Context: an optimization exercise on an open-source flow, tuned for small area, a short achievable clock period and few clock cycles. The choices shown serve that exercise and are no tape-out recipe. Only simulation tests tie the RTL to the original design; equivalence was not proved. No activity file was given, so power comes from the tool's default toggle rates.

before:
==> flow/design.v (excerpt) <==
module novahash_core (
    input  wire        clk,
    input  wire        rst,
    input  wire        cmd_valid,
    input  wire [31:0] cmd_data,
    output reg         resp_valid,
    output reg  [3:0]  resp_code,
    input  wire [5:0]  rd_addr,
    output reg  [31:0] rd_data
);
    localparam [31:0] P1  = 32'h9E3779B1;
    localparam [31:0] P2  = 32'h85EBCA77;
    localparam [31:0] IV0 = 32'h243F6A88;
    localparam [31:0] IV1 = 32'hB7E15162;
    localparam [31:0] IV2 = 32'h9E3779B9;
    localparam [31:0] IV3 = 32'h6A09E667;
    localparam [31:0] T2IV = 32'h68D5F305;    
    localparam [3:0] R_OK      = 4'd0;
    localparam [3:0] R_INVLEN  = 4'd1;
    localparam [3:0] R_EMPTY   = 4'd2;
    localparam [3:0] R_ILLEGAL = 4'd3;
    localparam [3:0] R_SEQ     = 4'd4;
    localparam [3:0] R_OVF     = 4'd5;
    localparam [1:0] PH_IDLE   = 2'd0;
    localparam [1:0] PH_ABSORB = 2'd1;
    localparam [1:0] PH_DONE   = 2'd2;
    localparam [2:0] S_READY = 3'd0;    
    localparam [2:0] S_MAT   = 3'd2;    
    localparam [2:0] S_SLA   = 3'd3;    
    localparam [2:0] S_SLB   = 3'd4;    
    localparam [2:0] S_WDIV  = 3'd5;    
    localparam [2:0] S_SLE   = 3'd6;    
    localparam [2:0] S_SLC   = 3'd7;    
    function [7:0] hexch;
        input [3:0] v;
        hexch = (v < 4'd10) ? {4'h3, v} : (8'h57 + {4'h0, v});
    endfunction
    function [2:0] lz8;         
        input [7:0] x;
        lz8 = x[7] ? 3'd0 : x[6] ? 3'd1 : x[5] ? 3'd2 : x[4] ? 3'd3 :
              x[3] ? 3'd4 : x[2] ? 3'd5 : x[1] ? 3'd6 : 3'd7;
    endfunction
    function [3:0] pop8;
        input [7:0] x;
        pop8 = {3'd0, x[0]} + {3'd0, x[1]} + {3'd0, x[2]} + {3'd0, x[3]} +
               {3'd0, x[4]} + {3'd0, x[5]} + {3'd0, x[6]} + {3'd0, x[7]};
    endfunction
    function [31:0] np1;
        input [3:0] n;
        case (n)
            4'd0: np1 = 32'h00000000;
            4'd1: np1 = 32'h9E3779B1;
            4'd2: np1 = 32'h3C6EF362;
            4'd3: np1 = 32'hDAA66D13;
            4'd4: np1 = 32'h78DDE6C4;
            4'd5: np1 = 32'h17156075;
            4'd6: np1 = 32'hB54CDA26;
            4'd7: np1 = 32'h538453D7;
            4'd8: np1 = 32'hF1BBCD88;
            4'd9: np1 = 32'h8FF34739;
            4'd10: np1 = 32'h2E2AC0EA;
            4'd11: np1 = 32'hCC623A9B;
            4'd12: np1 = 32'h6A99B44C;
            4'd13: np1 = 32'h08D12DFD;
  ...
Size in the first run: ~11,000 cells after synthesis, roughly 1,500 flip-flops, roughly 78 I/O pins, roughly 96,000 µm² of cells after synthesis.
==> flow/config.mk <==
export PLATFORM = sky130hd
export DESIGN_NAME = novahash_core
export DESIGN_NICKNAME = novahash_core
export VERILOG_FILES = /design/flow/design.v
export SDC_FILE = /design/flow/constraint.sdc
export NUM_CORES = 8
export LEC_CHECK = 0
export ABC_AREA = 1
export CAP_MARGIN = 20
export CORE_MARGIN = 2
export CORE_UTILIZATION = 30
export CTS_CLUSTER_DIAMETER = 80
export CTS_CLUSTER_SIZE = 24
export GPL_ROUTABILITY_DRIVEN = 1
export SETUP_SLACK_MARGIN = 4.7
export SLEW_MARGIN = 20
==> flow/constraint.sdc <==
create_clock -name core_clock -period 12.0 [get_ports {clk}]
set_input_delay 2.4000 -clock core_clock [delete_from_list [all_inputs] [get_ports {clk}]]
set_output_delay 2.4000 -clock core_clock [all_outputs]
set_load 0.01 [all_outputs]
run.sh (not shown) runs the stock make flow with config.mk's settings and CLKGATE_MAP_FILE= SYNTH_SCRIPT=/design/flow/synth_recipe.tcl, a recipe that flattens the netlist after the stock synthesis.
Testbench counts of before, summed over its fixed seeds: cycles 5,932.
Input changes introduced in after (baseline for comparison: before):
--- a/flow/design.v
+++ b/flow/design.v
@@ -1184,15 +1184,15 @@
     wire        dload = !dval || (meff != dm) || (nmin != dn);
     wire [10:0] r1    = {drem, dq[13]};
     wire [11:0] s1    = {1'b0, r1} - {2'b0, dn};
     wire [9:0]  r1n   = s1[11] ? r1[9:0] : s1[9:0];
     wire [10:0] r2    = {r1n, dq[12]};
     wire [11:0] s2    = {1'b0, r2} - {2'b0, dn};
     wire [9:0]  r2n   = s2[11] ? r2[9:0] : s2[9:0];
-    wire        dready = !dload && (ddone || dcnt == 3'd6);
+    wire        dready = ddone && !dload;
     wire       slow  = (state == S_SLA) || (state == S_SLB) || (state == S_SLC);
     wire [5:0] iaddr = (state == S_SLA) ? {2'b10, sa[8:5]} : {2'b11, sb[8:5]};
     wire [5:0] raddr = slow ? iaddr : rd_addr;
     wire       wr_a  = (state == S_MAT) ? !mat_b : (state == S_READY && alen != 7'd64);
     wire       wr_b  = (state == S_MAT) ?  mat_b : (state == S_READY && blen != 7'd64);
     wire [5:0] wa_i  = (state == S_MAT) ? mi : alen[5:0];
     wire [5:0] wb_i  = (state == S_MAT) ? mi : blen[5:0];
### Flow results
- Across both runs, switching part of the total was lower for after than for before.
- Going from before to after, die area grew slightly.
- Layout overhead on the synthesized area down 0.24 points in after wrt before
- Any difference in die extent in x between after and before is small enough to ignore.
- Compared with before, after shows a relative contribution of the clock network to total power that is 8.1 points higher.
- On overall die height, after and before are neck and neck.
- Largest net degree at the start of global routing in after is 12 below before.
- before → after: worst setup slack went up; sequential share of layout area flat; total number of cells along the worst setup path decreased by 1 relative to the old numbers.
- Delay of the slowest cell on the worst path of before is on par with after.
Testbench counts of after, summed over its fixed seeds: cycles 5,940.

[separate check: timing with driven ports]
In the flow no input, the clock included, has a driving cell. The finished layouts below were timed again as built, in two steps.
Step 1 assumes that a clkbuf_16 drives the clock port and a buf_2 every other input.
Step 2, shift: input delay + t, output delay - t, t = (earliest + latest rising clock arrival at the registers) / 2. This alone moves slack from input paths to output paths.
Three values: ideal, step 1, step 2; two values: the first two.
| run | shift t [ns] | slack for setup (ns) | hold WS [ns] | worst setup path after step 2 |
|---|---|---|---|---|
| before | 0.868 | 4.520 / 4.479 / 3.973 | 0.494 / 0.494 / 0.494 | input to register |
| after | 0.897 | 4.663 / 4.641 / 3.811 | 0.476 / 0.476 / 0.476 | input to register |
After both steps every run listed still meets setup and hold. The setup slack of after, which loses most, moves by -0.022 ns with the drivers and by -0.852 ns with both steps.
